Background: an optimization exercise with open tools, aiming at small area. Do not read the settings as production practice. Function was checked by simulation only, so behaviour that the tests miss may differ from the original.

==> zinc <==
Design hex_flash_receiver, start of the top module:
module hex_flash_receiver (
    input  wire         clk,
    input  wire         rst,             
    input  wire         in_valid,
    output wire         in_ready,
    input  wire [1:0]   in_op,           
    input  wire [63:0]  in_frame,        
    input  wire [31:0]  in_now,          
    output wire         res_valid,
    output wire [1:0]   res_op,
    output wire [1:0]   res_code,        
    output wire [15:0]  res_line,
    output wire         res_in_progress,
    output wire         res_complete,
    output wire         wr_valid,        
    output wire [31:0]  wr_addr,
    output wire [4:0]   wr_len,
    output wire [127:0] wr_data
);
    localparam OP_FRAME  = 2'd0;
    localparam OP_TICK   = 2'd1;
    localparam OP_ABORT  = 2'd2;
    localparam RSP_NONE     = 2'd0;
    localparam RSP_SEND     = 2'd1;
    localparam RSP_COMPLETE = 2'd2;
    localparam RSP_ERROR    = 2'd3;
    localparam S_IDLE = 3'd0;
    localparam S_RESP = 3'd1;
    localparam S_VAL  = 3'd2;    
    localparam S_DISP = 3'd3;    
    localparam S_CRC  = 3'd4;    
    localparam S_TICK = 3'd5;    
    localparam [4:0] C_FF    = 5'b10000;
    localparam [4:0] C_COLON = 5'b10011;
    reg  [2:0]   state;
    reg  [1:0]   op_q;
    reg  [1:0]   code_q;
    reg          in_progress, complete, new_init_pending, init_error, eof_received;
    reg  [14:0]  expected_lines;
    reg  [31:0]  expected_crc;
    reg  [31:0]  file_crc;
    reg  [15:0]  cur_line;
    reg  [3:0]   seg_total;          
    reg  [8:0]   seg_rcvd;
    reg  [31:0]  last_frame_ms;
    reg  [15:0]  base_d;             
    reg          base_t;
    reg  [214:0] ring;               
    reg          ff43;               
    reg  [5:0]   rc;                 
    reg  [5:0]   pos;
    reg  [7:0]   work;               
    wire [5:0] rc_next = (rc >= 6'd16) ? rc - 6'd16 : rc + 6'd27;
    wire [4:0] rd = ring[4:0];
    wire       rd_hex = !rd[4] || (rd[3] && (rd[2] || rd[1]));
    wire [3:0]  f_index = in_frame[19:16];
    wire [3:0]  f_total = in_frame[23:20];
    wire        ln_ok   = !cur_line[15] && (cur_line[14:0] == in_frame[15:1]);
    wire [5:0]  si5     = {2'b00, f_index} + {f_index, 2'b00};
    wire        is_seg  = (in_op == OP_FRAME) && in_frame[0];
    wire        seg_phase = f_index[3] && (f_index[2:0] != 3'd0) || (rc_next == si5);
  ...
export LEC_CHECK = 0
export CAP_MARGIN = 20
export CORE_MARGIN = 2
export CORE_UTILIZATION = 40
export SLEW_MARGIN = 20
export SYNTH_HIERARCHICAL = 1
create_clock -name core_clock -period 10.0 [get_ports {clk}]
standard.sh (not shown) runs the stock make flow with config.mk's settings and CLKGATE_MAP_FILE= SYNTH_SCRIPT=/design/flow/synth_recipe.tcl, a recipe that flattens the netlist after the stock synthesis.
==> flow/flow/run.sh <==
#!/bin/bash
# Layout flow: the standard layout (standard.sh) with these changes:
#  - after the standard synthesis, its combinational cells are mapped again
#    for area: each library cell is replaced by its Boolean function and ABC
#    maps the logic once more (flow/remap.abc). Flip-flops, full and half
#    adders and the netlist's names are kept as the standard synthesis made
#    them; the standard netlist is kept as 1_2_yosys.std.v;
#  - every input and output port is still buffered, with the platform's
#    smallest buffer (buf_1) instead of the resizer's default choice;
#  - clock tree: registers are clustered 25 to a leaf buffer (within 80 um),
#    and no dummy loads are added to balance the tree.
# Each tool's output goes to a log of its own here: flow_synth.log,
# flow_remap.log, flow_make.log (and ORFS's step logs under orfs/logs/).
set -euo pipefail
P=${FLOW_PLATFORM:-sky130hd}
R=orfs/results/$P/hex_flash_receiver/base
L=orfs/logs/$P/hex_flash_receiver/base
LIB=$FLOW_HOME/platforms/$P/lib/sky130_fd_sc_hd__tt_025C_1v80.lib
YOSYS=$(command -v yosys || echo "$FLOW_HOME/../tools/install/yosys/bin/yosys")
export BUFFER_PORTS_ARGS="-buffer_cell sky130_fd_sc_hd__buf_1"
export CTS_ARGS="-sink_clustering_enable -repair_clock_nets -dont_use_dummy_load -sink_clustering_size 25 -sink_clustering_max_diameter 80"

bash standard.sh synth > flow_synth.log 2>&1

cp "$R/1_2_yosys.v" "$R/1_2_yosys.std.v"
TYPES=$(grep -o 'sky130_fd_sc_hd__[a-z0-9_]*' "$R/1_2_yosys.std.v" | sort -u)
python3 flow/cell_functions.py flow_cells.v $TYPES
DONTUSE=$(grep -o -- '-dont_use [^ ]*' "$L/1_2_yosys.log" | sort -u | tr '\n' ' ')
printf 'set_driving_cell sky130_fd_sc_hd__buf_1\nset_load 5\n' > flow_abc.constr
sed -e "s|@LIB@|$LIB|g" -e "s|@IN@|$R/1_2_yosys.std.v|" -e "s|@TOP@|${FLOW_TOP:-hex_flash_receiver}|" \
    -e "s|@FUNC@|flow_cells.v|" -e "s|@ABC@|$(pwd)/flow/remap.abc|" -e "s|@DONTUSE@|$DONTUSE|" \
    -e "s|@CONSTR@|$(pwd)/flow_abc.constr|" -e "s|@STAT@|flow_remap_stat.txt|" \
    -e "s|@OUT@|$R/1_2_yosys.v|" flow/remap.ys.in > flow_remap.ys
"$YOSYS" -s flow_remap.ys > flow_remap.log 2>&1

bash standard.sh > flow_make.log 2>&1
==> flow/flow/cell_functions.py <==
import re, sys
lib = open('/OpenROAD-flow-scripts/flow/platforms/sky130hd/lib/sky130_fd_sc_hd__tt_025C_1v80.lib').read()
used = set(sys.argv[2:]) if len(sys.argv) > 2 else None
out = open(sys.argv[1], 'w')
# crude parse: iterate cells
pos = 0
cellre = re.compile(r'\n\s*cell\s*\(\s*"?(\w+)"?\s*\)\s*\{')
ms = list(cellre.finditer(lib))
for i, m in enumerate(ms):
    name = m.group(1)
    body = lib[m.end(): ms[i+1].start() if i+1 < len(ms) else len(lib)]
    if used is not None and name not in used: continue
    if re.search(r'\bff\s*\(|\blatch\s*\(|statetable', body): continue
    if re.search(r'__(fa|ha|fah|fahcin|fahcon)_', name): continue
    pins = re.findall(r'\n\s*pin\s*\(\s*"?(\w+)"?\s*\)\s*\{(.*?)\n\s*\}\s*(?=\n\s*pin|\n\s*\w+\s*\(|\Z)', body, re.S)
    # simpler: find pin blocks with direction and function
    ins = []; outs = []
    for pm in re.finditer(r'(?<!pg_)pin\s*\(\s*"?(\w+)"?\s*\)\s*\{', body):
        pn = pm.group(1)
        seg = body[pm.end(): pm.end()+4000]
        d = re.search(r'direction\s*:\s*"?(\w+)"?', seg)
        if not d: continue
        if d.group(1) == 'input': ins.append(pn)
        elif d.group(1) == 'output':
            f = re.search(r'function\s*:\s*"([^"]*)"', seg)
            if f: outs.append((pn, f.group(1)))
    if not outs: continue
    ins = sorted(set(ins))
    out.write('(* techmap_celltype = "%s" *)\nmodule _map_%s (%s);\n' % (name, name, ', '.join(ins + [o for o, _ in outs])))
    for p in ins: out.write('  input %s;\n' % p)
    for o, f in outs:
        ff = f.replace('!', '~').replace('*', '&').replace('+', '|')
        ff = re.sub(r"(\w+)'", r"(~\1)", ff)
        out.write('  output %s;\n  assign %s = %s;\n' % (o, o, ff))
    out.write('endmodule\n')
==> flow/flow/remap.abc <==
strash
dch -f
amap
topo
==> flow/flow/remap.ys.in <==
read_liberty -lib @LIB@
read_verilog -sv @IN@
hierarchy -top @TOP@
techmap -map @FUNC@
techmap
opt -purge
abc -script @ABC@ -liberty @LIB@ @DONTUSE@ -constr @CONSTR@
splitnets
opt_clean -purge
hilomap -singleton -hicell sky130_fd_sc_hd__conb_1 HI -locell sky130_fd_sc_hd__conb_1 LO
insbuf -buf sky130_fd_sc_hd__buf_4 A X
check -assert -mapped
tee -o @STAT@ stat -liberty @LIB@
write_verilog -noattr -nohex -nodec @OUT@
==> delta (differences from zinc) <==
--- a/flow/design.v
+++ b/flow/design.v
@@ -46,12 +46,13 @@
     reg  [15:0]  base_d;             
     reg          base_t;
     reg  [214:0] ring;               
     reg          ff43;               
     reg  [5:0]   rc;                 
     reg  [5:0]   pos;
+    reg          bad;
     reg  [7:0]   work;               
     wire [5:0] rc_next = (rc >= 6'd16) ? rc - 6'd16 : rc + 6'd27;
     wire [4:0] rd = ring[4:0];
     wire       rd_hex = !rd[4] || (rd[3] && (rd[2] || rd[1]));
     wire [3:0]  f_index = in_frame[19:16];
     wire [3:0]  f_total = in_frame[23:20];
@@ -96,13 +97,13 @@
     wire [3:0] v7 = av[7];
     wire [3:0] v8 = av[8];
     wire       bc_ok = (v1 == 4'd0) || (v1 == 4'd1 && v2 == 4'd0);
     wire [4:0] bc    = {v1[0], v2};
     wire       len_ok = (pos == {bc, 1'b0} + 6'd11);
     wire       rt_ok  = (v7 == 4'd0) && (v8 <= 4'd5);
-    wire       line_valid = bc_ok && len_ok && rt_ok && (work == 8'd0);
+    wire       line_valid = !bad && bc_ok && len_ok && rt_ok && (work == 8'd0);
     genvar gk;
     generate
         for (gk = 0; gk < 16; gk = gk + 1) begin : g_wd
             assign wr_data[8*gk +: 8] = {av[9 + 2*gk], av[10 + 2*gk]};
         end
     endgenerate
@@ -224,12 +225,13 @@
                     new_init_pending <= 1'b0;
                     init_error       <= 1'b0;
                     code_q           <= init_error ? RSP_ERROR : RSP_SEND;
                 end else if (ready) begin
                     code_q <= RSP_SEND;
                     pos    <= 6'd0;
+                    bad    <= 1'b0;
                     work   <= 8'h0;
                     state  <= S_VAL;
                 end else if (eof_received) begin
                     if (crc_match) begin
                         complete    <= 1'b1;
                         in_progress <= 1'b0;
@@ -242,21 +244,22 @@
                     end
                 end
             end
             S_VAL: begin
                 if (at_c) begin
                     if (stop) begin
-                        if (pos == 6'd43 && !ff43) pos <= 6'd0;      
-                        state <= S_DISP;
-                    end else if ((pos == 6'd0) ? (rd != C_COLON || rejects) : !rd_hex) begin
-                        pos   <= 6'd0;
+                        if (pos == 6'd43 && !ff43) bad <= 1'b1;
                         state <= S_DISP;
                     end else begin
                         pos <= pos + 6'd1;
-                        if (pos != 6'd0)
+                        if (pos == 6'd0) begin
+                            if (rd != C_COLON || rejects) bad <= 1'b1;
+                        end else begin
+                            if (!rd_hex) bad <= 1'b1;
                             work <= work + (pos[0] ? {rd[3:0], 4'h0} : {4'h0, rd[3:0]});
+                        end
                     end
                 end
             end
             S_DISP: begin
                 if (aligned) begin
                     if (accepted) begin
==> flow/flow/run.sh (replaced) <==
#!/bin/bash
# Layout flow: the standard layout (standard.sh: the standard synthesis,
# floorplan, power grid, placement, CTS and routing, unchanged) with three
# settings of the ORFS scripts changed:
#  - every input and output port is still buffered, with the platform's
#    smallest buffer (buf_1) instead of the resizer's default choice;
#  - clock tree: registers are clustered 25 to a leaf buffer (within 80 um),
#    and no dummy loads are added to balance the tree;
#  - after global routing, repair_timing recovers power on paths with
#    positive slack (RECOVER_POWER), i.e. it downsizes cells that have slack.
# make's whole output goes to flow_make.log; ORFS keeps each step's log under
# orfs/logs/.
set -euo pipefail
export BUFFER_PORTS_ARGS="-buffer_cell sky130_fd_sc_hd__buf_1"
export CTS_ARGS="-sink_clustering_enable -repair_clock_nets -dont_use_dummy_load -sink_clustering_size 25 -sink_clustering_max_diameter 80"
export RECOVER_POWER=100
bash standard.sh > flow_make.log 2>&1
removed: flow/flow/cell_functions.py
removed: flow/flow/remap.abc
removed: flow/flow/remap.ys.in
==> ember (differences from zinc) <==
--- a/flow/design.v
+++ b/flow/design.v
@@ -27,12 +27,13 @@
     localparam S_IDLE = 3'd0;
     localparam S_RESP = 3'd1;
     localparam S_VAL  = 3'd2;    
     localparam S_DISP = 3'd3;    
     localparam S_CRC  = 3'd4;    
     localparam S_TICK = 3'd5;    
+    localparam S_FILL = 3'd6;    
     localparam [4:0] C_FF    = 5'b10000;
     localparam [4:0] C_COLON = 5'b10011;
     reg  [2:0]   state;
     reg  [1:0]   op_q;
     reg  [1:0]   code_q;
     reg          in_progress, complete, new_init_pending, init_error, eof_received;
@@ -176,14 +177,15 @@
                             if (init_ok) begin
                                 in_progress    <= 1'b1;
                                 complete       <= 1'b0;
                                 eof_received   <= 1'b0;
                                 expected_lines <= in_frame[15:1];
                                 expected_crc   <= in_frame[47:16];
-                                file_crc       <= 32'hFFFFFFFF;
                                 cur_line       <= 16'h0;
+                                pos            <= 6'd0;
+                                state          <= S_FILL;      
                                 seg_total      <= 4'h0;
                                 last_frame_ms  <= in_now;
                                 base_d         <= 16'h0;
                             end
                         end else begin
                             if (seg_adopt) begin
@@ -239,12 +241,17 @@
                         complete    <= 1'b0;
                         cur_line    <= 16'h0;
                         code_q      <= RSP_ERROR;
                     end
                 end
             end
+            S_FILL: begin
+                file_crc <= {1'b1, file_crc[31:1]};
+                pos      <= pos + 6'd1;
+                if (pos == 6'd31) state <= S_RESP;
+            end
             S_VAL: begin
                 if (at_c) begin
                     if (stop) begin
                         if (pos == 6'd43 && !ff43) pos <= 6'd0;      
                         state <= S_DISP;
                     end else if ((pos == 6'd0) ? (rd != C_COLON || rejects) : !rd_hex) begin
==> flow/flow/run.sh (replaced) <==
#!/bin/bash
# Layout flow: the standard layout (standard.sh) with these changes:
#  - after the standard synthesis, its combinational cells are mapped again
#    for area: each library cell but the flip-flops and full adders is
#    replaced by its Boolean function and ABC maps that logic once more
#    (flow/remap.abc). Flip-flops, full adders and the netlist's names are
#    kept as the standard synthesis made them; the standard netlist is kept
#    as 1_2_yosys.std.v;
#  - every input and output port is still buffered, with the platform's
#    smallest buffer (buf_1) instead of the resizer's default choice;
#  - clock tree: clkbuf_4 buffers, registers clustered 8 to a leaf buffer
#    (within 40 um), and no dummy loads added to balance the tree.
# Each tool's output goes to a log of its own here: flow_synth.log,
# flow_remap.log, flow_make.log (and ORFS's step logs under orfs/logs/).
set -euo pipefail
P=${FLOW_PLATFORM:-sky130hd}
R=orfs/results/$P/hex_flash_receiver/base
L=orfs/logs/$P/hex_flash_receiver/base
LIB=$FLOW_HOME/platforms/$P/lib/sky130_fd_sc_hd__tt_025C_1v80.lib
YOSYS=$(command -v yosys || echo "$FLOW_HOME/../tools/install/yosys/bin/yosys")
export BUFFER_PORTS_ARGS="-buffer_cell sky130_fd_sc_hd__buf_1"
export CTS_ARGS="-sink_clustering_enable -repair_clock_nets -dont_use_dummy_load -buf_list sky130_fd_sc_hd__clkbuf_4 -sink_clustering_size 8 -sink_clustering_max_diameter 40"

bash standard.sh synth > flow_synth.log 2>&1

cp "$R/1_2_yosys.v" "$R/1_2_yosys.std.v"
TYPES=$(grep -o 'sky130_fd_sc_hd__[a-z0-9_]*' "$R/1_2_yosys.std.v" | sort -u)
python3 flow/cell_functions.py flow_cells.v $TYPES
DONTUSE=$(grep -o -- '-dont_use [^ ]*' "$L/1_2_yosys.log" | sort -u | tr '\n' ' ')
printf 'set_driving_cell sky130_fd_sc_hd__buf_1\nset_load 5\n' > flow_abc.constr
sed -e "s|@LIB@|$LIB|g" -e "s|@IN@|$R/1_2_yosys.std.v|" -e "s|@TOP@|${FLOW_TOP:-hex_flash_receiver}|" \
    -e "s|@FUNC@|flow_cells.v|" -e "s|@ABC@|$(pwd)/flow/remap.abc|" -e "s|@DONTUSE@|$DONTUSE|" \
    -e "s|@CONSTR@|$(pwd)/flow_abc.constr|" -e "s|@STAT@|flow_remap_stat.txt|" \
    -e "s|@OUT@|$R/1_2_yosys.v|" flow/remap.ys.in > flow_remap.ys
"$YOSYS" -s flow_remap.ys > flow_remap.log 2>&1

bash standard.sh > flow_make.log 2>&1
--- a/flow/flow/cell_functions.py
+++ b/flow/flow/cell_functions.py
@@ -8,13 +8,13 @@
 ms = list(cellre.finditer(lib))
 for i, m in enumerate(ms):
     name = m.group(1)
     body = lib[m.end(): ms[i+1].start() if i+1 < len(ms) else len(lib)]
     if used is not None and name not in used: continue
     if re.search(r'\bff\s*\(|\blatch\s*\(|statetable', body): continue
-    if re.search(r'__(fa|ha|fah|fahcin|fahcon)_', name): continue
+    if re.search(r'__(fa|fah|fahcin|fahcon)_', name): continue
     pins = re.findall(r'\n\s*pin\s*\(\s*"?(\w+)"?\s*\)\s*\{(.*?)\n\s*\}\s*(?=\n\s*pin|\n\s*\w+\s*\(|\Z)', body, re.S)
     # simpler: find pin blocks with direction and function
     ins = []; outs = []
     for pm in re.finditer(r'(?<!pg_)pin\s*\(\s*"?(\w+)"?\s*\)\s*\{', body):
         pn = pm.group(1)
         seg = body[pm.end(): pm.end()+4000]
==> flow/flow/remap.abc (replaced) <==
strash
dc2
dch -f
amap -F 100 -A 50
mfs2 -a
strash
dc2
dch -f
amap -F 100 -A 50
mfs2 -a
strash
dc2
dch -f
amap -F 100 -A 50
topo
Settings changed: CORE_UTILIZATION 40 to 65.
==> comparison <==
ember completed without violations. zinc ran to the end with no violations. delta completed, yet does not pass: max-capacitance violations, max-slew violations. Cell area, lowest first: ember, zinc, delta. In sequential cell count, zinc and ember do not differ. Between ember and delta, the lower synthesized cell count is in delta (gap about 10%, measured against delta). Register-to-register slack: ember < zinc < delta.

[port drivers added, routing unchanged]
The results above use ideal ports. As a check the final layouts listed here were re-extracted and re-timed, cells and wires unchanged.
Step 1: set_driving_cell puts a clkbuf_16 on clk and a buf_2 on each other input, an assumption about the parent block.
Step 2, shift: input delay + t, output delay - t, t = (earliest + latest rising clock arrival at the registers) / 2. This alone moves slack from input paths to output paths.
a / b / c = ideal ports / drivers / drivers and shift; a / b = the first two.
| run | t (ns) | setup slack, ns | worst register clock-pin slew, ns |
|---|---|---|---|
| zinc | 0.607 | 0.745 / 0.688 / 1.043 | 0.09 / 0.09 |
| delta | 0.619 | 0.732 / 0.675 / 1.294 | 0.10 / 0.10 |
| ember | 0.742 | 0.946 / 0.898 / 0.980 | 0.10 / 0.10 |
